This is an optimization exercise on Yosys and OpenROAD, whose aim is small area, a short achievable clock period and few clock cycles per item, not a production implementation.
The RTL was checked by simulation tests, not by an equivalence proof against the original design.

==> flow/design.v, too long to show whole: its modules and the start of the top module <==
// module spidrv_absdiff: 12 lines
// module spidrv_int2f: 36 lines
// module spidrv_fmul: 1601 lines
// module spidrv_f2i: 25 lines
// module spidrv_newmapper: 14 lines
// module spidrv_remap: 10 lines
// module spidrv_core: 203 lines
module spidrv_core (
    input  wire        clk,
    input  wire        rst,
    input  wire        cfg_valid,
    output reg         cfg_ready,
    input  wire [31:0] cfg_in_min,
    input  wire [31:0] cfg_in_max,
    input  wire [31:0] cfg_out_min,
    input  wire [31:0] cfg_out_max,
    input  wire        cfg_little_endian,
    output reg         cfg_done,
    output reg  [2:0]  cfg_err,
    output reg  [31:0] cfg_scale,
    input  wire        s_valid,
    output reg         s_ready,
    input  wire [23:0] s_data,
    output reg         m_valid,
    input  wire        m_ready,
    output reg  [31:0] m_data
);
  // ...
==> flow/flow/run.sh <==
#!/bin/bash
# Standard layout, with repair_timing asked to keep extra setup margin so that
# the critical paths are sized for speed, and the port buffers made with
# buf_1 cells (the clock and constraints are unchanged; every port is still
# buffered).
set -euo pipefail
bash standard.sh SETUP_SLACK_MARGIN=24.4 "BUFFER_PORTS_ARGS=-buffer_cell sky130_fd_sc_hd__buf_1" finish > standard_flow.log 2>&1
==> flow/standard.sh <==
#!/bin/bash
# synth_recipe.tcl (not shown) runs the flow's synth.tcl, then flattens the netlist and writes it again
# the make line also repeats each setting of config.mk as NAME=value (left out here)
make -C /OpenROAD-flow-scripts/flow DESIGN_CONFIG=/design/flow/config.mk WORK_HOME=/design/flow/orfs CLKGATE_MAP_FILE= SYNTH_SCRIPT=/design/flow/synth_recipe.tcl "${@:-finish}"
==> flow/config.mk <==
export PLATFORM = sky130hd
export DESIGN_NAME = spidrv_core
export DESIGN_NICKNAME = spidrv_core
export VERILOG_FILES = /design/flow/design.v
export SDC_FILE = /design/flow/constraint.sdc
export NUM_CORES = 4
export LEC_CHECK = 0
export CAP_MARGIN = 20
export CORE_MARGIN = 2
export CORE_UTILIZATION = 40
export SLEW_MARGIN = 20
==> flow/constraint.sdc <==
create_clock -name core_clock -period 32.0 [get_ports {clk}]
set_input_delay 6.4000 -clock core_clock [delete_from_list [all_inputs] [get_ports {clk}]]
set_output_delay 6.4000 -clock core_clock [all_outputs]
set_load 0.01 [all_outputs]
==> results.toml, run 1 <==
[timing]
fin_crit_ns = 7.76
rsz0062_at_grt = "true"
holdWs_ns = 0.440
skew_ns = 0.0536
timing.final.crit_share_pct = 24.3
setup_viol = 0

[detailed_routing]
wl_per_cell_microns = 23.9
routed_via_density = 5.96

[setup_path]
crit_path_cell_trace = "buf_12 -> buf_6"
path_depth = 2
cpMaxStageDelayCell = "edfxtp_1"
crit_path_end = "cfg_scale[11]"
start_kind = "register"
arrival_ns = 1.36

[yosys]
async_flop_share_pct = 0
syn_inst = 5094
synthMuxAreaShare_pct = 14.4
yosys-top-cells-count = "526 x nand2_1, 506 x nor2_1, 461 x inv_1"

[cells_and_area]
area_share_nonclk_buffers_pct = 8.10
area_growth_pct = 14.7
layout.cells.non_filler = 6730
clkbuf_count = 47
signal_buffers = 466
fillCellCount = 10500
multi_input_area_share_pct = 59.7

[global_routing]
use_met3_pct = 5.49
antenna_found_initial = 1
grt_pass1_vias = 38900
use_met1_pct = 35.9

[status]
status = "complete, no violations"

[cts]
cts_root_buf = "clkbuf_16"
cts_resized = 192
hold_buffers = 0
cts_buffer_depth = 3

[place]
pre_cts_slack_ns = 23.07
Testbench counts, summed over its fixed seeds: cycles 21,504, items 19,200.
==> module spidrv_absdiff, before the edit <==
module spidrv_absdiff (
    input  wire [31:0] a,
    input  wire [31:0] b,
    input  wire        uns,
    output wire [31:0] mag,
    output wire        neg
);
    wire [31:0] t  = a - b;
    wire [31:0] tn = b - a;
    assign neg = ~uns & t[31];
    assign mag = neg ? tn : t;
endmodule
==> module spidrv_f2i, before the edit <==
module spidrv_f2i (
    input  wire [25:0] ph,           
    input  wire        pl,           
    input  wire        zp,
    input  wire        ovf,
    input  wire        big,
    input  wire [5:0]  sh,
    input  wire        neg,
    input  wire [31:0] out_min,
    output wire [31:0] y,
    output wire [24:0] r             
);
    wire        p47  = ph[25];
    wire [23:0] mant = p47 ? ph[25:2] : ph[24:1];
    wire        g    = p47 ? ph[1] : ph[0];
    wire        st   = p47 ? (ph[0] | pl) : pl;
    assign      r    = {1'b0, mant} + {24'd0, g & (st | mant[0])};
    wire [6:0]  s    = {1'b0, sh} - {6'd0, p47};      
    wire [31:0] v    = {r, 7'd0} >> s[4:0];
    wire        oor  = ovf | s[6] | (~s[5] & v[31]);
    wire        zr   = big | s[5];
    wire [31:0] qq   = zp ? 32'd0 : oor ? 32'h8000_0000 : zr ? 32'd0 : v;
    wire [32:0] sum  = {out_min, 1'b1} + {qq ^ {32{neg}}, neg};
    assign y = sum[32:1];
endmodule
==> module spidrv_newmapper, before the edit <==
module spidrv_newmapper (
    input  wire [24:0] rem,         
    input  wire [23:0] den,         
    output wire [1:0]  qb,          
    output wire [24:0] rem_n
);
    wire [25:0] d1 = {1'b0, rem} - {2'b00, den};
    assign qb[1]   = ~d1[25];
    wire [23:0] r1 = qb[1] ? d1[23:0] : rem[23:0];
    wire [25:0] d2 = {1'b0, r1, 1'b0} - {2'b00, den};
    assign qb[0]   = ~d2[25];
    wire [23:0] r2 = qb[0] ? d2[23:0] : {r1[22:0], 1'b0};
    assign rem_n   = {r2, 1'b0};
endmodule
==> inputs of run 2 (changes only) <==
--- a/flow/design.v
+++ b/flow/design.v
@@ -1,17 +1,19 @@
 module spidrv_absdiff (
     input  wire [31:0] a,
     input  wire [31:0] b,
     input  wire        uns,
     output wire [31:0] mag,
     output wire        neg
 );
-    wire [31:0] t  = a - b;
-    wire [31:0] tn = b - a;
+    wire [31:0] t, tn;
+    wire        c0, c1;
+    spidrv_add #(32, 5) u_t  (.a(a), .b(~b), .ci(1'b1), .s(t),  .co(c0));
+    spidrv_add #(32, 5) u_tn (.a(b), .b(~a), .ci(1'b1), .s(tn), .co(c1));
     assign neg = ~uns & t[31];
     assign mag = neg ? tn : t;
 endmodule
 module spidrv_int2f (
     input  wire [31:0] mag,
     output wire        zero,
     output wire [7:0]  e,
     output wire [22:0] m
@@ -1640,17 +1642,18 @@
     assign fs787 = hs707 ^ pp308 ^ fc706;
     assign fc788 = (hs707 & pp308) | (fc706 & (hs707 ^ pp308));
     assign fs789 = pp285 ^ pp309 ^ hc708;
     assign fc790 = (pp285 & pp309) | (hc708 & (pp285 ^ pp309));
     assign hs791 = pp286 ^ pp310;
     assign hc792 = pp286 & pp310;
     wire [47:0] ra = {pp312, pp311, hs791, fs789, fs787, fs785, fs783, fs781, fs779, fs777, fs775, fs773, fs771, fs769, fs767, fs765, fs763, fs761, fs759, fs757, fs755, fs753, fs751, fs749, fs747, fs745, fs743, fs741, fs739, fs737, fs735, fs733, fs731, fs729, fs727, fs725, fs723, fs721, fs719, fs717, fs715, fs713, fs711, hs709, pp4, pp3, pp2, pp1};
     wire [47:0] rb = {1'b0, hc792, fc790, fc788, fc786, fc784, fc782, fc780, fc778, fc776, fc774, fc772, fc770, fc768, fc766, fc764, fc762, fc760, fc758, fc756, fc754, fc752, fc750, fc748, fc746, fc744, fc742, fc740, fc738, fc736, fc734, fc732, fc730, fc728, fc726, fc724, fc722, fc720, fc718, fc716, fc714, fc712, hc710, pp53, pp28, pp27, 1'b0, 1'b0};
-    assign p = ra + rb;
+    wire co;
+    spidrv_add #(48, 6) u_cpa (.a(ra), .b(rb), .ci(1'b0), .s(p), .co(co));
 endmodule
 module spidrv_f2i (
     input  wire [25:0] ph,           
     input  wire        pl,           
     input  wire        zp,
     input  wire        ovf,
     input  wire        big,
     input  wire [5:0]  sh,
@@ -1664,43 +1667,87 @@
     wire        g    = p47 ? ph[1] : ph[0];
     wire        st   = p47 ? (ph[0] | pl) : pl;
     assign      r    = {1'b0, mant} + {24'd0, g & (st | mant[0])};
     wire [6:0]  s    = {1'b0, sh} - {6'd0, p47};      
     wire [31:0] v    = {r, 7'd0} >> s[4:0];
     wire        oor  = ovf | s[6] | (~s[5] & v[31]);
     wire        zr   = big | s[5];
     wire [31:0] qq   = zp ? 32'd0 : oor ? 32'h8000_0000 : zr ? 32'd0 : v;
-    wire [32:0] sum  = {out_min, 1'b1} + {qq ^ {32{neg}}, neg};
-    assign y = sum[32:1];
+    wire        co;
+    spidrv_add #(32, 5) u_add (.a(out_min), .b(qq ^ {32{neg}}), .ci(neg), .s(y), .co(co));
 endmodule
 module spidrv_newmapper (
     input  wire [24:0] rem,         
     input  wire [23:0] den,         
     output wire [1:0]  qb,          
     output wire [24:0] rem_n
 );
-    wire [25:0] d1 = {1'b0, rem} - {2'b00, den};
+    wire [25:0] d1;
+    wire        c1, c2;
+    spidrv_add #(26, 5) u_d1 (.a({1'b0, rem}), .b(~{2'b00, den}), .ci(1'b1), .s(d1), .co(c1));
     assign qb[1]   = ~d1[25];
     wire [23:0] r1 = qb[1] ? d1[23:0] : rem[23:0];
-    wire [25:0] d2 = {1'b0, r1, 1'b0} - {2'b00, den};
+    wire [25:0] d2;
+    spidrv_add #(26, 5) u_d2 (.a({1'b0, r1, 1'b0}), .b(~{2'b00, den}), .ci(1'b1), .s(d2), .co(c2));
     assign qb[0]   = ~d2[25];
     wire [23:0] r2 = qb[0] ? d2[23:0] : {r1[22:0], 1'b0};
     assign rem_n   = {r2, 1'b0};
 endmodule
 module spidrv_remap (
     input  wire [23:0] f,
     input  wire [7:0]  fh,
     input  wire        le,
     input  wire        cfgm,
     output wire [31:0] a
 );
     assign a[23:0]  = (le | cfgm) ? f : {f[7:0], f[15:8], f[23:16]};
     assign a[31:24] = cfgm ? fh : {8{a[23]}};
 endmodule
+module spidrv_add #(parameter W = 32, parameter L = 5) (    
+    input  wire [W-1:0] a,
+    input  wire [W-1:0] b,
+    input  wire         ci,
+    output wire [W-1:0] s,
+    output wire         co
+);
+    localparam NS = 2 * L;
+    wire [W-1:0] hp = a ^ b;
+    wire [(NS+1)*W-1:0] G, P;
+    assign G[W-1:0] = {a[W-1:1] & b[W-1:1], (a[0] & b[0]) | (hp[0] & ci)};
+    assign P[W-1:0] = hp;
+    genvar l, i;
+    generate
+        for (l = 0; l < L; l = l + 1) begin : up
+            for (i = 0; i < W; i = i + 1) begin : b
+                if ((i % (2 << l)) == (2 << l) - 1) begin : op
+                    assign G[(l+1)*W+i] = G[l*W+i] | (P[l*W+i] & G[l*W+i-(1<<l)]);
+                    assign P[(l+1)*W+i] = P[l*W+i] & P[l*W+i-(1<<l)];
+                end else begin : pass
+                    assign G[(l+1)*W+i] = G[l*W+i];
+                    assign P[(l+1)*W+i] = P[l*W+i];
+                end
+            end
+        end
+        for (l = L - 2; l >= 0; l = l - 1) begin : dn
+            for (i = 0; i < W; i = i + 1) begin : b
+                if (i >= (3 << l) - 1 && ((i + 1 - (3 << l)) % (2 << l)) == 0) begin : op
+                    assign G[(2*L-1-l)*W+i] = G[(2*L-2-l)*W+i] | (P[(2*L-2-l)*W+i] & G[(2*L-2-l)*W+i-(1<<l)]);
+                    assign P[(2*L-1-l)*W+i] = P[(2*L-2-l)*W+i] & P[(2*L-2-l)*W+i-(1<<l)];
+                end else begin : pass
+                    assign G[(2*L-1-l)*W+i] = G[(2*L-2-l)*W+i];
+                    assign P[(2*L-1-l)*W+i] = P[(2*L-2-l)*W+i];
+                end
+            end
+        end
+    endgenerate
+    wire [W-1:0] c = G[(NS-1)*W +: W];           
+    assign s  = hp ^ {c[W-2:0], ci};
+    assign co = c[W-1];
+endmodule
 module spidrv_core (
     input  wire        clk,
     input  wire        rst,
     input  wire        cfg_valid,
     output reg         cfg_ready,
     input  wire [31:0] cfg_in_min,
     input  wire [31:0] cfg_in_max,
     input  wire [31:0] cfg_out_min,
==> results.toml, run 2 <==
[cells_and_area]
antenna_cells = 0
layout.cells.most_common_list = "447 x nor2_1, 437 x nand2_1, 427 x inv_1"
drive_gt1_share_pct = 14.9
final_common_cell = "nor2_1"
utilization_pct = 47.8
area_growth_pct = 18.4
fin_nets = 5630

[yosys]
ys_types = 98
synth-seq-cells = 371
synth_top_cell_by_area = "edfxtp_1"
synthTopCellsByArea = "edfxtp_1 25%, fa_1 15%, mux2i_1 8.9%"
synthXorXnorAreaFrac_pct = 3.54
yosys_warnings = 1
synth_compound_area_share_pct = 14.2
avgSynthCellArea_sq_um = 9.04
synthMuxAreaShare_pct = 13.2
synthMostInstantiatedCell = "nor2_1"
synthSimpleGateAreaFrac_pct = 13.7
synth_top_area_share_pct = 24.9
yosys-top-cells-count = "457 x nor2_1, 442 x inv_1, 440 x nand2_1"
syn_inst = 4630
synth_top_family_by_area = "adder cells"
synthFlopType = "edfxtp_1"
synth_fa_ha_area_share_pct = 22.1
syn_area_sq_um = 41900
async_flop_share_pct = 0
synth_edf_count = 347
syn_nets = 5338
ys_seq_area_share_pct = 26.0

[detailed_routing]
firstDrtPassIters = 8
wl_per_cell_microns = 25.2
drtIter0Drc = 4137
postRouteAntennaNets = 0
dr_total_vias = 37700
routed_wirelength_mm = 160
routed_via_density = 5.95
drc_errors = 0

[setup_path]
r2r-end = "m_data[31]"
start_kind = "register"
cp_data_required_time_ns = 25.60
arrival_ns = 1.37
crit_fanout = 2
r2r_start = "ph2[25]"
reg2reg_depth = 41
cp-end-kind = "output pin"
critPathKind = "register to output pin"
reg2reg_slack_ns = 24.37

[hold_path]
holdPathStages = 0
whs_endpoint = "n1"
hold_start = "na"
hold_class = "register to register"

[timing]
fin_crit_ns = 7.77
slew_viol_final = 0
worst-slew-pin-transition_ns = 1.04
fin_setup_tns_ns = 0
timing.final.crit_share_pct = 24.3
hold_viol_final = 0
max_slew_margin_pct = 30.6
setup_viol = 0
rsz0062_at_grt = "true"
timing.fmax_ghz = 0.129
skew_ns = 0.0484

[cts]
tritoncts = "yes"
hold_buffers = 0
cts_buffer_depth = 3
clock_latency_ns = 0.63
path_clk_slew_ns = 0.07
numCtsBuffers = 43
cts.htree.levels = 2
cts_root_buf = "clkbuf_16"
numClockSinks = 371

[place]
globalplace.congestion = 0.964
post-dp-hpwl_mm = 100
port_buffers = 227

[floorplanning]
start_util_pct = 40.4
rows = 118
die_h_microns = 328
core_area_sq_um = 104000
io_pins = 229
die-area_sq_um = 107000
die_x_microns = 328

[global_routing]
grt_pass1_vias = 36300
grt_max_degree = 77
grt_overflow = 0
antenna_found_initial = 9
grt_util_all_layers_pct = 28.5
grt_first_pass_wirelength_mm = 232

[status]
status = "complete, no violations"

[flow_run]
drv_cap = 0
## run 2: cell count changes after synthesis, sizes merged, moves of 15 or more
cell | before | now
xor2 | 82 | 66
mux2i | 429 | 374
mux2 | 95 | 110
nor2 | 507 | 461
mux4 | 39 | 24
nor3 | 62 | 47
fa | 228 | 318
xnor2 | 144 | 103
inv | 463 | 445
a21oi | 358 | 261
nand2 | 526 | 441
o21bai | 55 | 14
o21ai | 363 | 298
## run 2: timing repair
action                                 in CTS  in global routing
pin swaps                                  32                 49
setup endpoints to repair                 269                158
endpoints found under the hold margin       0                  0
gates cloned                               35                 12
gates resized for setup                   271                 87
setup buffers                             112                 79
## run 2: logic make-up (layout without fill, tap and decap cells)
| family | count (synthesis) | in the layout |
|---|---|---|
| compound gates | 968 | 969 |
| xor+xnor | 169 | 169 |
| fa+ha+maj | 550 | 550 |
| buf+inv | 774 | 1096 |
| flops | 371 | 371 |
| mux | 508 | 508 |
| other cells | 1 | 1 |
| simple gates | 1289 | 1292 |
## run 2: how the worst max path moves through the flow
stage | start | end | cells after the start
CTS | cfg_scale[3] | cfg_scale[3] | 2
floorplan | m_ready | s_ready | 12
finish | cfg_scale[3] | cfg_scale[3] | 2
detailed placement | state[2] | ph2[21] | 28
global placement | state[2] | ph2[21] | 28
global route | ph2[25] | m_data[31] | 36
## run 2: layout make-up
type | count | area, sq um
timing repair buffer | 564 | 5060
multi-input combinational | 3489 | 28700
clock inverter | 28 | 264
sequential | 371 | 10900
tap | 1380 | 1730
clock buffer | 51 | 1110
timing repair inverter | 6 | 47.5
inverter | 447 | 1750
fill | 9781 | 54100
## run 2: metrics by stage
step | hold slack [ns] | instances | area [sq um] | setup WS, ns
3_3_place_gp | 0.416 | 6018 | 44100 | 22.58
6_report | 0.423 | 6336 | 49600 | 24.23
4_1_cts | 0.432 | 6244 | 48300 | 24.23
5_1_grt | 0.450 | 6336 | 49600 | 24.08
3_5_place_dp | 0.433 | 6018 | 44100 | 22.52
2_1_floorplan | 0.400 | 4630 | 42000 | 22.96
## run 2: worst max-delay path, cell delays in order, from the launching register on
cell and delay, ns:
edfxtp_1 0.44, buf_12 0.18, buf_6 0.12
## run 2: per-layer routing
metal / global-route usage [%] / up-vias / share of wire [%]
met3: 7.12 / 569 / 11
met1: 36.9 / 18100 / 39
li1: - / 16700 / -
met4: 14.4 / 18 / 6.3
met5: 0 / - / 0.13
met2: 44.3 / 2248 / 44
Testbench counts of run 2, summed over its fixed seeds: cycles 21,504, items 19,200.
==> module spidrv_core, before the edit <==
module spidrv_core (
    input  wire        clk,
    input  wire        rst,
    input  wire        cfg_valid,
    output reg         cfg_ready,
    input  wire [31:0] cfg_in_min,
    input  wire [31:0] cfg_in_max,
    input  wire [31:0] cfg_out_min,
    input  wire [31:0] cfg_out_max,
    input  wire        cfg_little_endian,
    output reg         cfg_done,
    output reg  [2:0]  cfg_err,
    output reg  [31:0] cfg_scale,
    input  wire        s_valid,
    output reg         s_ready,
    input  wire [23:0] s_data,
    output reg         m_valid,
    input  wire        m_ready,
    output reg  [31:0] m_data
);
    localparam S_IDLE = 3'd0, S_C1 = 3'd1, S_C2 = 3'd2, S_C3 = 3'd3,
               S_DIV = 3'd4, S_RND = 3'd5, S_M3 = 3'd6;
    reg [2:0]  state;
    reg [3:0]  dcnt;
    reg        mapper_ok;
    reg        little_endian;
    reg [31:0] bsub;                
    reg [31:0] out_min;
    reg [25:0] m3;                  
    reg [23:0] f0, f1;
    reg [7:0]  f0h;
    reg        wp, rp;
    reg [1:0]  fcnt;
    reg        va, na;
    reg [31:0] maga;
    reg        v1, z1, n1;
    reg [7:0]  ex1;
    reg [22:0] m1;
    reg        v2, zp2, ovf2, big2, n2, pl2;
    reg [25:0] ph2;
    reg [5:0]  sh2;
    reg [24:0] rem;
    reg [7:0]  e_num;
    reg        num_zero, err3, err4;
    wire idle   = (state == S_IDLE);
    wire cfga   = (state == S_C1) | (state == S_C2);     
    wire cfgb   = (state == S_C2) | (state == S_C3);     
    wire cstart = idle & cfg_valid;
    wire [23:0] head = rp ? f1 : f0;
    wire [31:0] opa;
    spidrv_remap u_dec (.f(head), .fh(f0h), .le(little_endian), .cfgm(cfga), .a(opa));
    wire [31:0] maga_d;
    wire        na_d;
    spidrv_absdiff u_abs (.a(opa), .b(bsub), .uns(cfga), .mag(maga_d), .neg(na_d));
    wire        z1_d;
    wire [7:0]  ex1_d;
    wire [22:0] m1_d;
    spidrv_int2f u_i2f (.mag(maga), .zero(z1_d), .e(ex1_d), .m(m1_d));
    wire        m3cyc = (state == S_M3);
    wire [23:0] mx = m3cyc ? 24'h60_0000 : {1'b1, m1};
    wire [47:0] P;
    spidrv_fmul u_mul (.mx(mx), .ms({1'b1, cfg_scale[22:0]}), .m3(m3), .p(P));
    wire [7:0]  es   = cfg_scale[30:23];
    wire [9:0]  shs  = 10'd284 - {2'd0, ex1} - {2'd0, es};
    wire [31:0] y;
    wire [24:0] r3;
    spidrv_f2i u_f2i (.ph(ph2), .pl(pl2), .zp(zp2), .ovf(ovf2), .big(big2),
                      .sh(sh2), .neg(n2), .out_min(out_min), .y(y), .r(r3));
    wire [1:0]  qb;
    wire [24:0] rem_n;
    spidrv_newmapper u_div (.rem(rem), .den({1'b1, m1}), .qb(qb), .rem_n(rem_n));
    wire [7:0]  es_q    = e_num - ex1 + 8'd126 + {7'd0, ph2[25]} + {7'd0, r3[24]};
    wire [31:0] scale_r = num_zero ? 32'd0 : {1'b0, es_q, r3[22:0]};
    wire en   = ~m_valid | m_ready;
    wire push = s_valid & s_ready;
    wire pop  = en & (fcnt != 2'd0);
    wire [1:0] fcnt_n = fcnt + {1'b0, push} - {1'b0, pop};
    wire cerr = err3 | err4 | z1;
    always @(posedge clk) begin
        if (cstart | (state == S_C1)) begin
            f0  <= (state == S_C1) ? cfg_in_max[23:0]  : cfg_out_max[23:0];
            f0h <= (state == S_C1) ? cfg_in_max[31:24] : cfg_out_max[31:24];
        end else if (s_ready & ~wp) begin
            f0 <= s_data;
        end
        if (s_ready & wp)
            f1 <= s_data;
        if (cstart)
            bsub <= cfg_out_min;
        if (state == S_C1) begin
            bsub          <= cfg_in_min;
            out_min       <= cfg_out_min;
            little_endian <= cfg_little_endian;
            err3          <= f0h[7];
        end
        if (state == S_C2)
            err4 <= f0h[7];
        if (en) begin
            maga <= maga_d;
            na   <= na_d;
        end
        if (idle ? en : cfgb) begin
            z1  <= z1_d;
            n1  <= na;
            ex1 <= ex1_d;
            m1  <= m1_d;
        end
        if (state == S_DIV) begin
            ph2  <= {ph2[23:0], qb};
            pl2  <= rem_n != 25'd0;
        end else if (en) begin
            ph2  <= P[47:22];
            pl2  <= |P[21:0];
        end
        if (en) begin
            zp2  <= z1 | (es == 8'd0);
            ovf2 <= shs[9];
            big2 <= ~shs[9] & (shs[8:0] > 9'd32);
            sh2  <= shs[5:0];
            n2   <= n1;
            m_data <= y;
        end
        if (m3cyc)
            m3 <= P[46:21];
        if (state == S_C3) begin
            rem      <= {1'b1, m1};
            e_num    <= ex1;
            num_zero <= z1;
        end else if (state == S_DIV) begin
            rem       <= rem_n;
        end
        if (state == S_RND) begin
            cfg_scale <= scale_r;
        end
        if (rst) begin
            state     <= S_IDLE;
            dcnt      <= 4'd0;
            mapper_ok <= 1'b0;
            fcnt      <= 2'd0;
            wp        <= 1'b0;
            rp        <= 1'b0;
            va        <= 1'b0;
            v1        <= 1'b0;
            v2        <= 1'b0;
            m_valid   <= 1'b0;
            s_ready   <= 1'b0;
            cfg_ready <= 1'b0;
            cfg_done  <= 1'b0;
            cfg_err   <= 3'd0;
        end else begin
            cfg_done <= 1'b0;
            if (en) begin
                va      <= fcnt != 2'd0;
                v1      <= va;
                v2      <= v1;
                m_valid <= v2;
            end
            fcnt <= fcnt_n;
            if (push) wp <= ~wp;
            if (pop)  rp <= ~rp;
            s_ready <= mapper_ok & (idle | m3cyc) & ~cfg_valid & (fcnt_n != 2'd2);
            case (state)
                S_IDLE: begin
                    dcnt <= 4'd0;
                    if (cfg_valid) begin
                        state     <= S_C1;
                        mapper_ok <= 1'b0;
                        wp        <= 1'b0;
                        rp        <= 1'b0;
                    end
                end
                S_C1: begin
                    state     <= S_C2;
                    cfg_ready <= 1'b1;
                end
                S_C2: begin
                    state     <= S_C3;
                    cfg_ready <= 1'b0;
                end
                S_C3: state <= S_DIV;
                S_DIV: begin
                    dcnt <= dcnt + 4'd1;
                    if (dcnt == 4'd0 && cerr) begin
                        state    <= S_IDLE;
                        cfg_done <= 1'b1;
                        cfg_err  <= err3 ? 3'd3 : err4 ? 3'd4 : 3'd5;
                    end else if (dcnt == 4'd12) begin
                        state <= S_RND;
                    end
                end
                S_RND: begin
                    state     <= S_M3;
                    cfg_done  <= 1'b1;
                    cfg_err   <= 3'd0;
                    mapper_ok <= 1'b1;
                    s_ready   <= 1'b1;
                end
                S_M3: state <= S_IDLE;
                default: state <= S_IDLE;
            endcase
        end
    end
endmodule
==> inputs of run 3 (changes only) <==
--- a/flow/design.v
+++ b/flow/design.v
@@ -6,10 +6,9 @@
     output wire        neg
 );
-    wire [31:0] t, tn;
-    wire        c0, c1;
-    spidrv_add #(32, 5) u_t  (.a(a), .b(~b), .ci(1'b1), .s(t),  .co(c0));
-    spidrv_add #(32, 5) u_tn (.a(b), .b(~a), .ci(1'b1), .s(tn), .co(c1));
+    wire [31:0] t;
+    wire        c0;
+    spidrv_add #(32, 5) u_t (.a(a), .b(~b), .ci(1'b1), .s(t), .co(c0));
     assign neg = ~uns & t[31];
-    assign mag = neg ? tn : t;
+    assign mag = (t ^ {32{neg}}) + {31'd0, neg};
 endmodule
 module spidrv_int2f (
@@ -1785,7 +1784,8 @@
     reg [25:0] ph2;
     reg [5:0]  sh2;
-    reg [24:0] rem;
-    reg [7:0]  e_num;
-    reg        num_zero, err3, err4;
+    wire [24:0] rem      = m3[24:0];
+    wire [7:0]  e_num    = f1[7:0];
+    wire        num_zero = f1[8];
+    reg         err3, err4;
     wire idle   = (state == S_IDLE);
     wire cfga   = (state == S_C1) | (state == S_C2);     
@@ -1829,5 +1829,7 @@
             f0 <= s_data;
         end
-        if (s_ready & wp)
+        if (state == S_C3)
+            f1[8:0] <= {z1, ex1};
+        else if (s_ready & wp)
             f1 <= s_data;
         if (cstart)
@@ -1868,11 +1870,8 @@
         if (m3cyc)
             m3 <= P[46:21];
-        if (state == S_C3) begin
-            rem      <= {1'b1, m1};
-            e_num    <= ex1;
-            num_zero <= z1;
-        end else if (state == S_DIV) begin
-            rem       <= rem_n;
-        end
+        else if (state == S_C3)
+            m3[24:0] <= {1'b1, m1};
+        else if (state == S_DIV)
+            m3[24:0] <= rem_n;
         if (state == S_RND) begin
             cfg_scale <= scale_r;
==> results.toml, run 3 <==
[global_routing]
grt_overflow = 0
grt_pass1_vias = 35600
grt_first_pass_wirelength_mm = 230
grt_max_degree = 72
antenna_found_initial = 1
grt_util_all_layers_pct = 29.4

[timing]
holdWs_ns = 0.421
slew_viol_final = 0
rsz0062_at_grt = "true"
hold_viol_final = 0
timing.final.crit_share_pct = 24.2
worst-slew-pin-transition_ns = 1.00
timing.fmax_ghz = 0.129
fin_crit_ns = 7.75
max_slew_margin_pct = 32.6
fin_setup_tns_ns = 0
skew_ns = 0.0288
setup_viol = 0

[floorplanning]
die_h_microns = 322
rows = 116
core_area_sq_um = 100000
die_x_microns = 322
io_pins = 229
die-area_sq_um = 104000
start_util_pct = 40.4

[cells_and_area]
fillCellCount = 9362
fin_nets = 5552
final_common_cell = "nor2_1"
stdcell_area_sq_um = 48600
multi_input_area_sq_um = 28400
drive_gt1_share_pct = 15.3
area_growth_pct = 19.7
layout.cells.most_common_list = "480 x nor2_1, 406 x nand2_1, 404 x inv_1"
utilization_pct = 48.4
register_area_sq_um = 9910

[place]
globalplace.congestion = 0.971
port_buffers = 227
dpl_cell_area_sq_um = 42800
post-dp-hpwl_mm = 100

[cts]
numCtsBuffers = 40
tritoncts = "yes"
cts_root_buf = "clkbuf_16"
cts.htree.levels = 2
numClockSinks = 337
clock_latency_ns = 0.58
path_clk_slew_ns = 0.06
cts_buffer_depth = 3

[status]
status = "complete, no violations"

[yosys]
syn_area_sq_um = 40600
synthMostInstantiatedCell = "nor2_1"
yosys-top-cells-count = "494 x nor2_1, 418 x inv_1, 408 x nand2_1"
synth_edf_count = 315
synth_top_cell_by_area = "edfxtp_1"
syn_nets = 5237
synth-seq-cells = 337
async_flop_share_pct = 0
ys_types = 101
synthFlopType = "edfxtp_1"
avgSynthCellArea_sq_um = 8.87
ys_seq_area_share_pct = 24.4
synthTopCellsByArea = "edfxtp_1 23%, fa_1 15%, mux2i_1 9.5%"
synth_top_area_share_pct = 23.3
syn_inst = 4574
yosys_warnings = 1

[setup_path]
arrival_ns = 1.35
crit_path_cell_trace = "buf_12 -> buf_6"
start_kind = "register"
crit_fanout = 2
critPathMaxStageDelay_ns = 0.46
cp_data_required_time_ns = 25.60
cp-end-kind = "output pin"
critPathKind = "register to output pin"
cpMaxStageDelayCell = "edfxtp_1"

[detailed_routing]
drtIter0Drc = 4340
wl_per_cell_microns = 25.0
postRouteAntennaNets = 0
firstDrtPassIters = 6
drc_errors = 0
routed_via_density = 5.94
routed_wirelength_mm = 157
dr_total_vias = 37300

[hold_path]
hold_class = "register to register"

[flow_run]
drv_cap = 0
-- run 3: stage by stage --
step                      instances  setup slack (ns)
after global routing           6276             24.22
final                          6277             24.25
after detailed placement       5934             22.71
after CTS                      6146             24.21
after global placement         5934             22.75
after floorplan                4574             22.97
-- run 3: layer usage --
metal	track usage (%)	up-vias	wire (microns)	share of wire, %
li1	-	16600	-	-
met1	37.4	17800	60200	38
met2	45.8	2277	68600	44
met4	15.1	2	10300	6.6
met5	0	-	14	0.0089
met3	7.79	623	17900	11
-- run 3: cell families (layout without fill, tap and decap cells) --
family	count (synthesis)	count (layout)	share of synthesized area [%]
flip-flops	337	337	24.4
adder cells (fa/ha/maj)	505	505	21.2
XOR/XNOR	231	231	4.99
AND/OR/NAND/NOR	1272	1274	13.9
AO/OA/AOI/OAI	974	974	15.0
buffers and inverters	757	1100	7.18
other	1	2	0.00925
multiplexers	497	497	13.4
-- run 3: critical path: cells and delay by family (launching register included) --
kind,cells,cell delay [ns]
buffers and inverters,2,0.31
flip-flops,1,0.46
-- run 3: area by class of cell --
type	count	area share [%]
Timing Repair inverter	4	0.0644
Tap cell	1357	3.50
Inverter	426	3.46
Clock inverter	27	0.590
Clock buffer	45	2.19
Sequential cell	337	20.4
Antenna cell	1	0.00515
Multi-Input combinational cell	3482	58.4
Timing Repair Buffer	598	11.3
-- run 3: timing repair --
item                                    in CTS  in global routing
resized for setup                          235                143
endpoints found under the setup margin     183                141
pin swaps                                   11                 78
hold buffers                                 0                  0
setup buffers                              104                121
gates cloned                                36                  9
-- run 3: final timing paths --
check                              startpoint      endpoint  slack [ns]  depth (start not counted)
worst max register to register  cfg_scale[22]       ph2[23]       24.54                         29
worst max-delay path             cfg_scale[9]  cfg_scale[9]       24.25                          2
worst min register to register             na            n1        0.42                          0
worst min-delay path                       na            n1        0.42                          0
Testbench counts of run 3, summed over its fixed seeds: cycles 21,504, items 19,200.
==> inputs of run 4 (changes only) <==
--- a/flow/flow/run.sh
+++ b/flow/flow/run.sh
@@ -5,3 +5,3 @@
 # buffered).
 set -euo pipefail
-bash standard.sh SETUP_SLACK_MARGIN=24.4 "BUFFER_PORTS_ARGS=-buffer_cell sky130_fd_sc_hd__buf_1" finish > standard_flow.log 2>&1
+bash standard.sh SETUP_SLACK_MARGIN=24.2 "BUFFER_PORTS_ARGS=-buffer_cell sky130_fd_sc_hd__buf_1" finish > standard_flow.log 2>&1
--- a/flow/config.mk
+++ b/flow/config.mk
@@ -8,4 +8,4 @@
 export CAP_MARGIN = 20
 export CORE_MARGIN = 2
-export CORE_UTILIZATION = 40
+export CORE_UTILIZATION = 55
 export SLEW_MARGIN = 20
==> results.toml, run 4 <==
[status]
status = "complete, no violations"

[cts]
numClockSinks = 337
clock_latency_ns = 0.59
path_clk_slew_ns = 0.06
numCtsBuffers = 37
cts.htree.levels = 2
cts_buffer_depth = 3
cts_root_buf = "clkbuf_16"
tritoncts = "yes"
hold_buffers = 0

[global_routing]
grt_util_all_layers_pct = 38.9
grt_overflow = 0
grt_max_degree = 75
grt_first_pass_wirelength_mm = 221
grt_pass1_vias = 35400
antenna_found_initial = 3

[floorplanning]
die-area_sq_um = 75900
start_util_pct = 55.6
rows = 99
die_h_microns = 276
core_area_sq_um = 73000
die_x_microns = 276
io_pins = 229

[setup_path]
cp-end-kind = "output pin"
r2r_start = "m1[4]"
cp_data_required_time_ns = 25.60
reg2reg_slack_ns = 24.35
start_kind = "register"
crit_fanout = 25
reg2reg_depth = 27
r2r-end = "ph2[25]"
arrival_ns = 1.36
critPathKind = "register to output pin"

[cells_and_area]
utilization_pct = 63.6
final_common_cell = "nor2_1"
fin_nets = 5456
area_growth_pct = 14.4
fillCellCount = 6354
register_area_sq_um = 9910
multi_input_area_sq_um = 28200
layout.cells.most_common_list = "487 x nor2_1, 406 x inv_1, 405 x nand2_1"
drive_gt1_share_pct = 12.3

[yosys]
avgSynthCellArea_sq_um = 8.87
synthTopCellsByArea = "edfxtp_1 23%, fa_1 15%, mux2i_1 9.5%"
synth_edf_count = 315
synthFlopType = "edfxtp_1"
ys_types = 101
async_flop_share_pct = 0
syn_area_sq_um = 40600
synth-seq-cells = 337
synth_compound_area_share_pct = 15.0
yosys-top-cells-count = "494 x nor2_1, 418 x inv_1, 408 x nand2_1"
syn_inst = 4574
yosys_warnings = 1
ys_seq_area_share_pct = 24.4
synthXorXnorAreaFrac_pct = 4.99
synth_top_area_share_pct = 23.3
synth_fa_ha_area_share_pct = 21.2
synth_top_cell_by_area = "edfxtp_1"
syn_nets = 5237
synthMostInstantiatedCell = "nor2_1"
synthMuxAreaShare_pct = 13.4
synth_top_family_by_area = "adder cells"
synthSimpleGateAreaFrac_pct = 13.9

[detailed_routing]
routed_via_density = 6.32
drc_errors = 0
drtIter0Drc = 3584
postRouteAntennaNets = 0
dr_total_vias = 36600
firstDrtPassIters = 6
routed_wirelength_mm = 152
wl_per_cell_microns = 26.3

[place]
post-dp-hpwl_mm = 102
port_buffers = 227
globalplace.congestion = 0.957
pre_cts_slack_ns = 22.34

[timing]
fin_crit_ns = 7.76
holdWs_ns = 0.440
rsz0062_at_grt = "true"
worst-slew-pin-transition_ns = 1.02
fin_setup_tns_ns = 0
max_slew_margin_pct = 31.5
setup_viol = 0
timing.fmax_ghz = 0.129
timing.final.crit_share_pct = 24.3
hold_viol_final = 0
slew_viol_final = 0
fin_ws_ns = 24.24
skew_ns = 0.0345

[hold_path]
whs_endpoint = "n1"
hold_class = "register to register"
hold_start = "na"
holdPathStages = 0

[flow_run]
drv_cap = 0
run 4: cell type report:
| type | instances | share of cell area (%) |
|---|---|---|
| flip-flops and latches | 337 | 21.4 |
| inverters | 426 | 3.60 |
| clock buffers | 48 | 2.15 |
| well taps | 959 | 2.59 |
| multi-input cells | 3481 | 60.7 |
| diodes | 4 | 0.0216 |
| clock inverters | 20 | 0.580 |
| repair buffers | 506 | 8.94 |
| repair inverters | 4 | 0.0566 |
run 4: worst max-delay path by stage:
stage / from / end / slack [ns]
floorplan: m_ready / s_ready / 22.97
global placement: state[0] / m3[24] / 22.49
detailed placement: state[0] / m3[24] / 22.34
CTS: m3[23] / m3[24] / 24.18
global route: ph2[25] / m_data[31] / 24.15
finish: cfg_scale[2] / cfg_scale[2] / 24.24
run 4: cell families (layout without fill, tap and decap cells):
family | after synthesis | after routing
XOR/XNOR | 231 | 231
flip-flops | 337 | 337
AO/OA/AOI/OAI | 974 | 974
multiplexers | 497 | 497
AND/OR/NAND/NOR | 1272 | 1273
other | 1 | 5
adder cells (fa/ha/maj) | 505 | 505
buffers and inverters | 757 | 1004
run 4: what timing repair did:
item                                    in CTS  in global routing
endpoints found under the setup margin     181                 48
pin swaps                                    6                 31
setup buffers                               47                 89
gates cloned                                15                 18
gates resized for setup                    149                 83
run 4: per-layer routing:
layer / vias to the layer above / routed length (microns) / track usage, %
li1: 16400 / - / -
met4: 4 / 11100 / 21.4
met3: 558 / 14800 / 8.45
met1: 17500 / 56300 / 47.7
met5: - / 21 / 0
met2: 2072 / 70000 / 64.0
run 4: worst max-delay path, stage by stage, from the launching register on:
cell and delay, ns:
edfxtp_1 0.37, buf_8 0.23, buf_1 0.19
run 4: through the flow:
stage,cells,area [sq um]
6_report,5785,46400
5_1_grt,5781,46400
4_1_cts,5674,44900
3_5_place_dp,5544,42300
3_3_place_gp,5544,42300
2_1_floorplan,4574,40700
==> inputs of run 5 (changes only) <==
--- a/flow/design.v
+++ b/flow/design.v
@@ -1656,20 +1656,23 @@
     input  wire        ovf,
     input  wire        big,
-    input  wire [5:0]  sh,
+    input  wire [5:0]  sh,           
     input  wire        neg,
     input  wire [31:0] out_min,
     output wire [31:0] y,
-    output wire [24:0] r             
+    output wire [22:0] rm,           
+    output wire        rc            
 );
-    wire        p47  = ph[25];
-    wire [23:0] mant = p47 ? ph[25:2] : ph[24:1];
-    wire        g    = p47 ? ph[1] : ph[0];
-    wire        st   = p47 ? (ph[0] | pl) : pl;
-    assign      r    = {1'b0, mant} + {24'd0, g & (st | mant[0])};
-    wire [6:0]  s    = {1'b0, sh} - {6'd0, p47};      
-    wire [31:0] v    = {r, 7'd0} >> s[4:0];
-    wire        oor  = ovf | s[6] | (~s[5] & v[31]);
-    wire        zr   = big | s[5];
-    wire [31:0] qq   = zp ? 32'd0 : oor ? 32'h8000_0000 : zr ? 32'd0 : v;
+    wire        p47 = ph[25];
+    wire        lsb = p47 ? ph[2] : ph[1];
+    wire        g   = p47 ? ph[1] : ph[0];
+    wire        st  = p47 ? (ph[0] | pl) : pl;
+    wire        rnd = g & (st | lsb);
+    wire [24:0] x   = {ph[25:2], ph[1] & ~p47};                      
+    wire [25:0] tt  = {1'b0, x} + {24'd0, rnd & p47, rnd & ~p47};    
+    assign rm = p47 ? tt[23:1] : tt[22:0];
+    assign rc = p47 ? tt[25] : tt[24];
+    wire [32:0] v   = {tt, 7'd0} >> sh;
+    wire        oor = ovf | v[32] | v[31];
+    wire [31:0] qq  = zp ? 32'd0 : oor ? 32'h8000_0000 : big ? 32'd0 : v[31:0];
     wire        co;
     spidrv_add #(32, 5) u_add (.a(out_min), .b(qq ^ {32{neg}}), .ci(neg), .s(y), .co(co));
@@ -1809,12 +1812,13 @@
     wire [9:0]  shs  = 10'd284 - {2'd0, ex1} - {2'd0, es};
     wire [31:0] y;
-    wire [24:0] r3;
+    wire [22:0] rm3;
+    wire        rc3;
     spidrv_f2i u_f2i (.ph(ph2), .pl(pl2), .zp(zp2), .ovf(ovf2), .big(big2),
-                      .sh(sh2), .neg(n2), .out_min(out_min), .y(y), .r(r3));
+                      .sh(sh2), .neg(n2), .out_min(out_min), .y(y), .rm(rm3), .rc(rc3));
     wire [1:0]  qb;
     wire [24:0] rem_n;
     spidrv_newmapper u_div (.rem(rem), .den({1'b1, m1}), .qb(qb), .rem_n(rem_n));
-    wire [7:0]  es_q    = e_num - ex1 + 8'd126 + {7'd0, ph2[25]} + {7'd0, r3[24]};
-    wire [31:0] scale_r = num_zero ? 32'd0 : {1'b0, es_q, r3[22:0]};
+    wire [7:0]  es_q    = e_num - ex1 + 8'd126 + {7'd0, ph2[25]} + {7'd0, rc3};
+    wire [31:0] scale_r = num_zero ? 32'd0 : {1'b0, es_q, rm3};
     wire en   = ~m_valid | m_ready;
     wire push = s_valid & s_ready;
@@ -1938,5 +1942,4 @@
                     cfg_err   <= 3'd0;
                     mapper_ok <= 1'b1;
-                    s_ready   <= 1'b1;
                 end
                 S_M3: state <= S_IDLE;
--- a/flow/flow/run.sh
+++ b/flow/flow/run.sh
@@ -5,3 +5,3 @@
 # buffered).
 set -euo pipefail
-bash standard.sh SETUP_SLACK_MARGIN=24.2 "BUFFER_PORTS_ARGS=-buffer_cell sky130_fd_sc_hd__buf_1" finish > standard_flow.log 2>&1
+bash standard.sh SETUP_SLACK_MARGIN=24.4 "BUFFER_PORTS_ARGS=-buffer_cell sky130_fd_sc_hd__buf_1" finish > standard_flow.log 2>&1
--- a/flow/config.mk
+++ b/flow/config.mk
@@ -8,4 +8,4 @@
 export CAP_MARGIN = 20
 export CORE_MARGIN = 2
-export CORE_UTILIZATION = 55
+export CORE_UTILIZATION = 40
 export SLEW_MARGIN = 20
==> results.toml, run 5 <==
[yosys]
synthMostInstantiatedCell = "nor2_1"
syn_area_sq_um = 39900
synth_compound_area_share_pct = 14.4
synth_top_family_by_area = "adder cells"
async_flop_share_pct = 0
synth_top_cell_by_area = "edfxtp_1"
synthFlopType = "edfxtp_1"
syn_inst = 4467
synthTopCellsByArea = "edfxtp_1 24%, fa_1 15%, mux2i_1 9.8%"
synthXorXnorAreaFrac_pct = 4.82
synth-seq-cells = 337
ys_types = 99
synth_edf_count = 315
synthMuxAreaShare_pct = 13.5
synth_fa_ha_area_share_pct = 21.5
synth_top_area_share_pct = 23.7
avgSynthCellArea_sq_um = 8.94
syn_nets = 5130
yosys-top-cells-count = "536 x nor2_1, 408 x nand2_1, 392 x mux2i_1"
yosys_warnings = 1
ys_seq_area_share_pct = 24.8
synthSimpleGateAreaFrac_pct = 14.6

[cells_and_area]
fillCellCount = 9327
final_common_cell = "nor2_1"
register_area_sq_um = 9910
stdcell_area_sq_um = 47700
fin_nets = 5449
multi_input_area_sq_um = 28200
area_growth_pct = 19.5
layout.cells.most_common_list = "518 x nor2_1, 407 x nand2_1, 390 x mux2i_1"
drive_gt1_share_pct = 15.4

[cts]
cts_buffer_depth = 3
cts_root_buf = "clkbuf_16"
clock_latency_ns = 0.57
numClockSinks = 337
numCtsBuffers = 35
path_clk_slew_ns = 0.08
hold_buffers = 0
tritoncts = "yes"
cts.htree.levels = 2

[timing]
skew_ns = 0.0225
rsz0062_at_grt = "true"
hold_viol_final = 0
setup_viol = 0
fin_crit_ns = 7.71
timing.fmax_ghz = 0.130
timing.final.crit_share_pct = 24.1
worst-slew-pin-transition_ns = 1.13
fin_ws_ns = 24.29
max_slew_margin_pct = 24.6
fin_setup_tns_ns = 0
holdWs_ns = 0.426
slew_viol_final = 0

[setup_path]
r2r_start = "state[0]"
cpMaxStageDelayCell = "edfxtp_1"
critPathKind = "register to output pin"
critPathMaxStageDelay_ns = 0.45
cp_data_required_time_ns = 25.60
crit_path_cell_trace = "buf_12 -> buf_6"
crit_fanout = 3
cp-end-kind = "output pin"
start_kind = "register"
timing.critical_path.from = "cfg_scale[4]"
arrival_ns = 1.31
reg2reg_slack_ns = 24.50

[place]
post-dp-hpwl_mm = 101
dpl_cell_area_sq_um = 42100
port_buffers = 227
globalplace.congestion = 0.954
pre_cts_slack_ns = 21.88

[global_routing]
antenna_found_initial = 9
grt_first_pass_wirelength_mm = 234
grt_overflow = 0
grt_pass1_vias = 35400
grt_util_all_layers_pct = 30.4
grt_max_degree = 82

[detailed_routing]
postRouteAntennaNets = 0
routed_wirelength_mm = 162
routed_via_density = 6.07
drtIter0Drc = 4280
drc_errors = 0
dr_total_vias = 37000
firstDrtPassIters = 9
wl_per_cell_microns = 26.5

[floorplanning]
die_x_microns = 320
io_pins = 229
start_util_pct = 40.5
die-area_sq_um = 102000
die_h_microns = 320
core_area_sq_um = 98700
rows = 115

[status]
status = "complete, no violations"

[flow_run]
drv_cap = 0

[hold_path]
hold_class = "register to register"
hold_start = "n1"
## run 5: cell count changes after synthesis, moves of 21 or more
cell and change:
nor2_1 +42, a211oi_1 +21, xnor2_1 -21, inv_1 -93, nand3_1 -37, and3_1 +23
## run 5: path summary, 6_finish.rpt
check | end | cells past startpoint
min | n2 | 0
max reg2reg | ph2[24] | 26
max | cfg_scale[4] | 2
min reg2reg | n2 | 0
## run 5: cells by family after synthesis
logic type / count (synthesis)
simple gates: 1308
compound gates: 933
buf+inv: 659
fa+ha+maj: 505
mux: 504
flops: 337
xor+xnor: 220
other cells: 1
## run 5: layout make-up
type	instances	area share (%)
Multi-Input combinational cell	3476	59.0
Sequential cell	337	20.8
Timing Repair Buffer	596	11.5
Tap cell	1287	3.37
Inverter	334	2.80
Clock buffer	39	1.91
Clock inverter	25	0.509
Timing Repair inverter	6	0.0996
Antenna cell	3	0.0157
## run 5: metal layers
metal | routed length (microns) | vias up | GRT usage (%)
met3 | 19900 | 680 | 9.09
li1 | - | 16300 | -
met4 | 11400 | 10 | 16.6
met1 | 60100 | 17700 | 38.0
met2 | 70400 | 2372 | 47.1
met5 | 63 | - | 0
## run 5: through the flow
| step | std cells | util (%) |
|---|---|---|
| detailed placement | 5768 | 42.7 |
| finish | 6103 | 48.4 |
| floorplan | 4467 | - |
| CTS | 6000 | 46.9 |
| global route | 6100 | 48.4 |
| global placement | 5768 | 42.7 |
## run 5: critical path, delay by kind of cell (launching register included)
kind	cells	cell delay [ns]
DFF	1	0.45
buffers and inverters	2	0.31
## run 5: what timing repair did
item	CTS	global route
resized for setup	251	122
gates cloned	43	10
buffers inserted	125	90
pin swaps	25	63
setup endpoints to repair	196	150
Testbench counts of run 5, summed over its fixed seeds: cycles 21,504, items 19,200.
==> inputs of run 6 (changes only) <==
--- a/flow/flow/run.sh
+++ b/flow/flow/run.sh
@@ -5,3 +5,3 @@
 # buffered).
 set -euo pipefail
-bash standard.sh SETUP_SLACK_MARGIN=24.4 "BUFFER_PORTS_ARGS=-buffer_cell sky130_fd_sc_hd__buf_1" finish > standard_flow.log 2>&1
+bash standard.sh SETUP_SLACK_MARGIN=24.2 "BUFFER_PORTS_ARGS=-buffer_cell sky130_fd_sc_hd__buf_1" finish > standard_flow.log 2>&1
--- a/flow/config.mk
+++ b/flow/config.mk
@@ -8,4 +8,4 @@
 export CAP_MARGIN = 20
 export CORE_MARGIN = 2
-export CORE_UTILIZATION = 40
+export CORE_UTILIZATION = 65
 export SLEW_MARGIN = 20
==> results.toml, run 6 <==
[global_routing]
grt_overflow = 0
grt_first_pass_wirelength_mm = 218
antenna_found_initial = 9
grt_util_all_layers_pct = 45.5
grt_pass1_vias = 35900
grt_max_degree = 81

[flow_run]
drv_cap = 0

[cts]
cts_root_buf = "clkbuf_16"
hold_buffers = 0
clock_latency_ns = 0.58
cts.htree.levels = 2
numClockSinks = 337
path_clk_slew_ns = 0.06
cts_buffer_depth = 3
numCtsBuffers = 37
tritoncts = "yes"

[floorplanning]
die_h_microns = 252
rows = 90
die_x_microns = 252
die-area_sq_um = 63500
core_area_sq_um = 60600
io_pins = 229
start_util_pct = 65.9

[timing]
skew_ns = 0.0240
setup_viol = 0
fin_setup_tns_ns = 0
slew_viol_final = 0
worst-slew-pin-transition_ns = 1.16
hold_viol_final = 0
timing.final.crit_share_pct = 24.4
timing.fmax_ghz = 0.128
fin_crit_ns = 7.80
rsz0062_at_grt = "true"
max_slew_margin_pct = 22.9

[detailed_routing]
firstDrtPassIters = 9
wl_per_cell_microns = 28.2
routed_via_density = 6.86
dr_total_vias = 38000
drtIter0Drc = 5519
postRouteAntennaNets = 0
drc_errors = 0
routed_wirelength_mm = 156

[setup_path]
start_kind = "register"
cp_top_family = "buffers and inverters"
cpMaxStageDelayCell = "edfxtp_1"
critPathKind = "register to output pin"
crit_buf_inv = 2
critPathMaxStageDelay_ns = 0.39
crit_fanout = 25
path_depth = 2
reg2reg_depth = 26
arrival_ns = 1.40
crit_path_cell_trace = "buf_12 -> buf_1"
cp-end-kind = "output pin"
cp_data_required_time_ns = 25.60

[cells_and_area]
stdcell_area_sq_um = 45900
area_growth_pct = 14.8
layout.cells.most_common_list = "525 x nor2_1, 407 x nand2_1, 390 x mux2i_1"
drive_gt1_share_pct = 12.8
fin_nets = 5380
final_common_cell = "nor2_1"

[yosys]
synthTopCellsByArea = "edfxtp_1 24%, fa_1 15%, mux2i_1 9.8%"
synth_edf_count = 315
yosys_warnings = 1
ys_types = 99
synthFlopType = "edfxtp_1"
synth_top_area_share_pct = 23.7
ys_seq_area_share_pct = 24.8
async_flop_share_pct = 0
synth-seq-cells = 337
syn_nets = 5130
syn_area_sq_um = 39900
synthMostInstantiatedCell = "nor2_1"
avgSynthCellArea_sq_um = 8.94
synth_top_cell_by_area = "edfxtp_1"
syn_inst = 4467
yosys-top-cells-count = "536 x nor2_1, 408 x nand2_1, 392 x mux2i_1"

[status]
status = "complete, no violations"

[place]
post-dp-hpwl_mm = 98.4
globalplace.congestion = 1.03
dpl_cell_area_sq_um = 41500
port_buffers = 227

[hold_path]
holdPathStages = 0
hold_class = "register to register"
[run 6: cell counts after synthesis]
No cell type changed its count.
[run 6: worst register-to-register path, stage by stage (launching register included)]
cell      delay [ns]
dfxtp_4         0.39
nand2b_4        0.15
or2_4           0.30
buf_16          0.21
and2_4          0.20
nand3_1         0.14
fa_1            0.56
inv_1           0.06
fa_1            0.51
fa_1            0.55
inv_1           0.07
fa_1            0.51
fa_1            0.56
inv_1           0.06
ha_2            0.37
nand4_1         0.12
buf_4           0.17
o41ai_4         0.53
a41oi_2         0.29
o21ai_4         0.27
a211oi_2        0.12
o41ai_2         0.35
buf_4           0.19
a21o_1          0.11
a21oi_1         0.09
fa_2            0.55
a21oi_1         0.06
[run 6: final timing paths]
| path | to | slack, ns | start |
|---|---|---|---|
| max reg2reg | ph2[24] | 24.28 | state[0] |
| min reg2reg | n2 | 0.42 | n1 |
| max | cfg_scale[15] | 24.20 | cfg_scale[15] |
| min | n2 | 0.42 | n1 |
[run 6: routing by layer]
metal	track usage [%]	up-vias	routed length [microns]
met4	31.3	6	16500
met2	71.7	3070	66700
met5	0.0772	-	123
met3	13.1	1044	21300
li1	-	16100	-
met1	54.1	17700	51300
[run 6: stage by stage]
step                      utilization, %  hold WS (ns)  setup WS (ns)  std cells
final                               75.7         0.421          24.20       5534
after global routing                75.7         0.431          24.12       5529
after CTS                           72.4         0.420          24.15       5390
after detailed placement            68.5         0.405          21.01       5265
after global placement              68.5         0.404          21.18       5265
after floorplan                        -         0.400          22.95       4467
[run 6: repair_timing]
item / in CTS / in global routing
resized for setup: 139 / 129
setup endpoints to repair: 131 / 76
setup buffers: 45 / 112
cloned: 12 / 26
pin swaps: 21 / 37
[run 6: cell families (layout without fill, tap and decap cells)]
| logic type | after synthesis | after routing | share of synthesized area (%) |
|---|---|---|---|
| and+or+nand+nor | 1308 | 1310 | 14.6 |
| xor gates and xnor gates | 220 | 220 | 4.82 |
| AOI/OAI and AO/OA | 933 | 933 | 14.4 |
| DFF | 337 | 337 | 24.8 |
| muxes | 504 | 504 | 13.5 |
| other | 1 | 7 | 0.00939 |
| buffers and inverters | 659 | 936 | 6.30 |
| adders and majority gates | 505 | 505 | 21.5 |
[run 6: layout make-up]
cell class / count / area [sq um]
diodes: 6 / 15.0
clock buffers: 41 / 941
clock inverters: 27 / 265
fillers: 4355 / 14700
inverters: 334 / 1330
multi-input cells: 3473 / 28000
flip-flops and latches: 337 / 9910
well taps: 782 / 978
repair buffers: 532 / 4360
repair inverters: 2 / 17.5
==> inputs of run 7 (changes only) <==
--- a/flow/design.v
+++ b/flow/design.v
@@ -1774,4 +1774,5 @@
     reg [31:0] bsub;                
     reg [31:0] out_min;
+    reg [30:0] scale_n;             
     reg [25:0] m3;                  
     reg [23:0] f0, f1;
@@ -1808,6 +1809,6 @@
     wire [23:0] mx = m3cyc ? 24'h60_0000 : {1'b1, m1};
     wire [47:0] P;
-    spidrv_fmul u_mul (.mx(mx), .ms({1'b1, cfg_scale[22:0]}), .m3(m3), .p(P));
-    wire [7:0]  es   = cfg_scale[30:23];
+    spidrv_fmul u_mul (.mx(mx), .ms({1'b1, ~scale_n[22:0]}), .m3(m3), .p(P));
+    wire [7:0]  es   = ~scale_n[30:23];
     wire [9:0]  shs  = 10'd284 - {2'd0, ex1} - {2'd0, es};
     wire [31:0] y;
@@ -1880,4 +1881,5 @@
         if (state == S_RND) begin
             cfg_scale <= scale_r;
+            scale_n   <= ~scale_r[30:0];
         end
         if (rst) begin
--- a/flow/config.mk
+++ b/flow/config.mk
@@ -8,4 +8,4 @@
 export CAP_MARGIN = 20
 export CORE_MARGIN = 2
-export CORE_UTILIZATION = 65
+export CORE_UTILIZATION = 55
 export SLEW_MARGIN = 20
==> results.toml, run 7 <==
[timing]
hold_viol_final = 0
fin_ws_ns = 24.36
skew_ns = 0.0649
slew_viol_final = 0
worst-slew-pin-transition_ns = 1.17
setup_viol = 0
timing.final.crit_share_pct = 23.9
max_slew_margin_pct = 21.6
timing.fmax_ghz = 0.131
holdWs_ns = 0.426
rsz0062_at_grt = "true"
fin_setup_tns_ns = 0
fin_crit_ns = 7.64

[detailed_routing]
drc_errors = 0
wl_met1_mm = 56.3
wl_met2_mm = 68.9
routed_wirelength_mm = 150
dr_total_vias = 37300
wl_met3_mm = 14.6
drtIter0Drc = 4094
routed_via_density = 6.35
postRouteAntennaNets = 0
highest_layer = "met5"
firstDrtPassIters = 7
wl_per_cell_microns = 25.5

[yosys]
synth-seq-cells = 368
syn_area_sq_um = 40900
synth_top_area_share_pct = 25.4
yosys_warnings = 1
avgSynthCellArea_sq_um = 8.59
synth_edf_count = 346
syn_nets = 5427
ys_seq_area_share_pct = 26.5
synth_top_family_by_area = "adder cells"
synth_compound_area_share_pct = 18.3
synthSimpleGateAreaFrac_pct = 16.6
synthFlopType = "edfxtp_1"
synthXorXnorAreaFrac_pct = 4.75
async_flop_share_pct = 0
synth_top_cell_by_area = "edfxtp_1"
syn_inst = 4764
synthMostInstantiatedCell = "nor2_1"
synthTopCellsByArea = "edfxtp_1 25%, fa_1 15%, ha_1 6.2%"
yosys-top-cells-count = "657 x nor2_1, 463 x nand2_1, 417 x a21oi_1"
synth_fa_ha_area_share_pct = 21.0
ys_types = 108
synthMuxAreaShare_pct = 6.13

[cts]
path_clk_slew_ns = 0.06
cts.htree.levels = 2
clock_latency_ns = 0.62
tritoncts = "yes"
hold_buffers = 0
cts_buffer_depth = 3
numClockSinks = 368
numCtsBuffers = 45
cts_root_buf = "clkbuf_16"

[place]
port_buffers = 227
dpl_cell_area_sq_um = 42500
post-dp-hpwl_mm = 107
globalplace.congestion = 0.993
pre_cts_slack_ns = 22.62
dp_cells = 5721

[setup_path]
crit_fanout = 1
crit_buf_inv = 1
cp-end-kind = "output pin"
cp_top_family = "flip-flops"
cpMaxStageDelayCell = "edfxtp_1"
crit_path_cell_trace = "buf_1"
critPathMaxStageDelay_ns = 0.46
arrival_ns = 1.24
cp_data_required_time_ns = 25.60
critPathKind = "register to output pin"
start_kind = "register"

[cells_and_area]
layout.cells.non_filler = 5865
fin_nets = 5522
multi_input_area_sq_um = 27800
layout.cells.most_common_list = "652 x nor2_1, 455 x nand2_1, 410 x a21oi_1"
final_common_cell = "nor2_1"
register_area_sq_um = 10800
drive_gt1_share_pct = 9.93
stdcell_area_sq_um = 45200
fillCellCount = 6685
area_growth_pct = 10.5

[flow_run]
drv_cap = 0

[floorplanning]
io_pins = 229
die-area_sq_um = 76600
rows = 100
die_x_microns = 277
die_h_microns = 277
start_util_pct = 55.2
core_area_sq_um = 74100

[global_routing]
grt_first_pass_wirelength_mm = 224
antenna_found_initial = 8
grt_pass1_vias = 35500
grt_max_degree = 67
grt_util_all_layers_pct = 38.3
grt_overflow = 0

[hold_path]
hold_class = "register to register"

[status]
status = "complete, no violations"
run 7: cells by family after synthesis:
logic type	count (synthesis)
muxes	206
AOI/OAI and AO/OA	1218
DFF	368
buffers and inverters	712
adders and majority gates	505
and+or+nand+nor	1532
other	1
xor gates and xnor gates	222
run 7: final timing paths:
check           startpoint            end  slack (ns)  cells after the start
min                     na             n1        0.43                      0
max reg2reg         m1[14]         m3[17]       24.40                     30
min reg2reg             na             n1        0.43                      0
max          cfg_scale[26]  cfg_scale[26]       24.36                      1
run 7: what timing repair did:
item                       in CTS  in global routing
setup endpoints to repair     105                 54
setup buffers                  13                 39
pin swaps                       4                 13
gates cloned                    4                  4
hold endpoints to repair        0                  0
gates resized for setup        63                 84
run 7: area by class of cell:
| type | count | area share (%) |
|---|---|---|
| antenna | 4 | 0.0221 |
| clock buffer | 50 | 2.53 |
| clock inverter | 30 | 0.797 |
| inverter | 363 | 3.20 |
| multi-input combinational | 3685 | 61.4 |
| sequential | 368 | 24.0 |
| tap | 969 | 2.68 |
| timing repair buffer | 395 | 5.38 |
| timing repair inverter | 1 | 0.0111 |
run 7: per-stage QoR:
step           util (%)
6_report           61.0
3_3_place_gp       57.4
3_5_place_dp       57.4
2_1_floorplan         -
5_1_grt            61.0
4_1_cts            60.0
run 7: layer usage:
metal | up-vias | GRT usage (%)
li1 | 16800 | -
met1 | 17700 | 48.8
met2 | 2162 | 62.0
met3 | 541 | 6.88
met4 | 2 | 21.1
met5 | - | 0
Testbench counts of run 7, summed over its fixed seeds: cycles 21,504, items 19,200.
==> inputs of run 8 (changes only) <==
--- a/flow/config.mk
+++ b/flow/config.mk
@@ -8,4 +8,4 @@
 export CAP_MARGIN = 20
 export CORE_MARGIN = 2
-export CORE_UTILIZATION = 55
+export CORE_UTILIZATION = 60
 export SLEW_MARGIN = 20
==> results.toml, run 8 <==
[status]
status = "complete, no violations"

[floorplanning]
core_area_sq_um = 67400
die_x_microns = 265
rows = 95
io_pins = 229
start_util_pct = 60.7
die_h_microns = 265
die-area_sq_um = 70300

[yosys]
yosys_warnings = 1
async_flop_share_pct = 0
syn_area_sq_um = 40900
syn_inst = 4764
synthFlopType = "edfxtp_1"
synth_top_cell_by_area = "edfxtp_1"
avgSynthCellArea_sq_um = 8.59
ys_seq_area_share_pct = 26.5
synthMostInstantiatedCell = "nor2_1"
yosys-top-cells-count = "657 x nor2_1, 463 x nand2_1, 417 x a21oi_1"
synthTopCellsByArea = "edfxtp_1 25%, fa_1 15%, ha_1 6.2%"
synth_edf_count = 346
synth-seq-cells = 368
syn_nets = 5427
synth_top_area_share_pct = 25.4
ys_types = 108

[cts]
tritoncts = "yes"
cts_buffer_depth = 3
path_clk_slew_ns = 0.06
clock_latency_ns = 0.61
cts.htree.levels = 2
numClockSinks = 368
numCtsBuffers = 42
cts_root_buf = "clkbuf_16"

[global_routing]
grt_util_all_layers_pct = 41.4
grt_overflow = 0
antenna_found_initial = 3
grt_pass1_vias = 35700
grt_first_pass_wirelength_mm = 220
grt_max_degree = 76

[setup_path]
crit_path_end = "s_ready"
cp_data_required_time_ns = 32.49
critPathKind = "input port to register"
reg2reg_slack_ns = 24.36
r2r-end = "m3[13]"
reg2reg_depth = 25
crit_fanout = 5
start_kind = "input port"
timing.critical_path.from = "m_ready"
cp-end-kind = "register"
r2r_start = "state[0]"
arrival_ns = 8.17

[timing]
fin_crit_ns = 7.67
timing.final.crit_share_pct = 24.0
holdWs_ns = 0.415
hold_viol_final = 0
fin_setup_tns_ns = 0
setup_viol = 0
timing.fmax_ghz = 0.130
max_slew_margin_pct = 28.2
worst-slew-pin-transition_ns = 1.07
skew_ns = 0.0615
slew_viol_final = 0
rsz0062_at_grt = "true"

[detailed_routing]
routed_via_density = 6.53
firstDrtPassIters = 10
dr_total_vias = 37500
routed_wirelength_mm = 147
wl_per_cell_microns = 25.5
drc_errors = 0
drtIter0Drc = 5076
postRouteAntennaNets = 0

[cells_and_area]
fin_nets = 5509
utilization_pct = 66.4
stdcell_area_sq_um = 44700
final_common_cell = "nor2_1"
layout.cells.most_common_list = "651 x nor2_1, 459 x nand2_1, 411 x a21oi_1"
area_growth_pct = 9.34
drive_gt1_share_pct = 9.58

[hold_path]
hold_class = "register to register"

[place]
port_buffers = 227
dpl_cell_area_sq_um = 42400
globalplace.congestion = 0.979
post-dp-hpwl_mm = 104

[flow_run]
drv_cap = 0
==> run 8: cell families (layout without fill, tap and decap cells) <==
kind of cell / Yosys count / in the layout / share of synthesized area [%]
adder cells (fa/ha/maj): 505 / 505 / 21.0
flip-flops: 368 / 368 / 26.5
AND/OR/NAND/NOR: 1532 / 1535 / 16.6
AO/OA/AOI/OAI: 1218 / 1218 / 18.3
other: 1 / 3 / 0.00917
multiplexers: 206 / 206 / 6.13
buffers and inverters: 712 / 822 / 6.73
XOR/XNOR: 222 / 222 / 4.75
==> run 8: repair_timing <==
action | 4_1_cts | 5_1_grt
endpoints found under the hold margin | 0 | 0
resized for setup | 56 | 81
pin swaps | 5 | 15
hold buffers | 0 | 0
buffers inserted | 15 | 29
endpoints found under the setup margin | 123 | 54
cloned | 5 | 2
==> run 8: worst min path at each step <==
stage	slack, ns	startpoint	depth (start not counted)	to
final	0.42	na	0	n1
after global routing	0.43	n1	0	n2
after CTS	0.42	na	0	n1
after detailed placement	0.41	n1	0	n2
after global placement	0.40	n1	0	n2
after floorplan	0.40	na	0	n1
==> run 8: routing by layer <==
metal | wire [microns] | track usage [%]
met1 | 53600 | 52.1
met2 | 65700 | 65.4
met3 | 17800 | 11.4
met4 | 9790 | 21.8
met5 | 42 | 0
==> run 8: critical path: stages <==
cell,delay (ns)
buf_1,0.10
nor2b_4,0.23
clkinvlp_4,0.17
o21ai_2,0.11
inv_1,0.06
ha_1,0.28
inv_1,0.05
ha_1,0.14
xor2_1,0.18
xnor2_1,0.16
nor2_1,0.06
nor4_1,0.21
==> run 8: stage by stage <==
stage                     worst slack, ns  cells
final                               24.33   5752
after global placement              22.57   5624
after global routing                24.10   5750
after CTS                           24.19   5719
after floorplan                     22.90   4764
after detailed placement            22.42   5624
==> run 8: layout make-up <==
class                           count  area, sq um
Inverter                          363         1430
Antenna cell                        2         5.00
Multi-Input combinational cell   3687        27800
Clock buffer                       54         1140
Timing Repair Buffer              383         2230
Tap cell                          873         1090
Fill cell                        5623        22700
Sequential cell                   368        10800
Clock inverter                     21          163
Timing Repair inverter              1         8.76

## port drivers added, routing unchanged
The results above use ideal ports. As a check the final layouts listed here were re-extracted and re-timed, cells and wires unchanged.
Step 1 assumes that a clkbuf_16 drives the clock port and a buf_2 every other input.
Step 2 also shifts input and output timing later by t, the mid clock arrival at the registers, as if the neighbouring blocks saw the same clock.
Slacks: no drivers / after step 1 / after step 2; pairs: no drivers / after step 1.
run	shift t [ns]	slack for setup (ns)	worst setup path at the end	clock arrival spread, ns	cell pins on the clock port's net
run 1	0.666	24.235 / 24.166 / 23.843	input to register	0.056 / 0.057	1
run 2	0.675	24.231 / 24.166 / 23.858	input to register	0.051 / 0.051	1
run 3	0.631	24.254 / 24.192 / 23.880	input to register	0.030 / 0.030	1
run 4	0.636	24.240 / 24.181 / 23.733	input to register	0.036 / 0.036	1
run 5	0.613	24.285 / 24.230 / 23.862	input to register	0.022 / 0.023	1
run 6	0.631	24.203 / 24.143 / 23.638	input to register	0.024 / 0.024	1
run 7	0.656	24.360 / 24.292 / 23.719	input to register	0.065 / 0.065	1
run 8	0.641	24.326 / 24.315 / 23.730	input to register	0.062 / 0.063	1
After both steps every run listed still meets setup and hold. For run 7, which loses most, drivers alone change the setup slack by -0.068 ns; drivers and shift together by -0.641 ns.
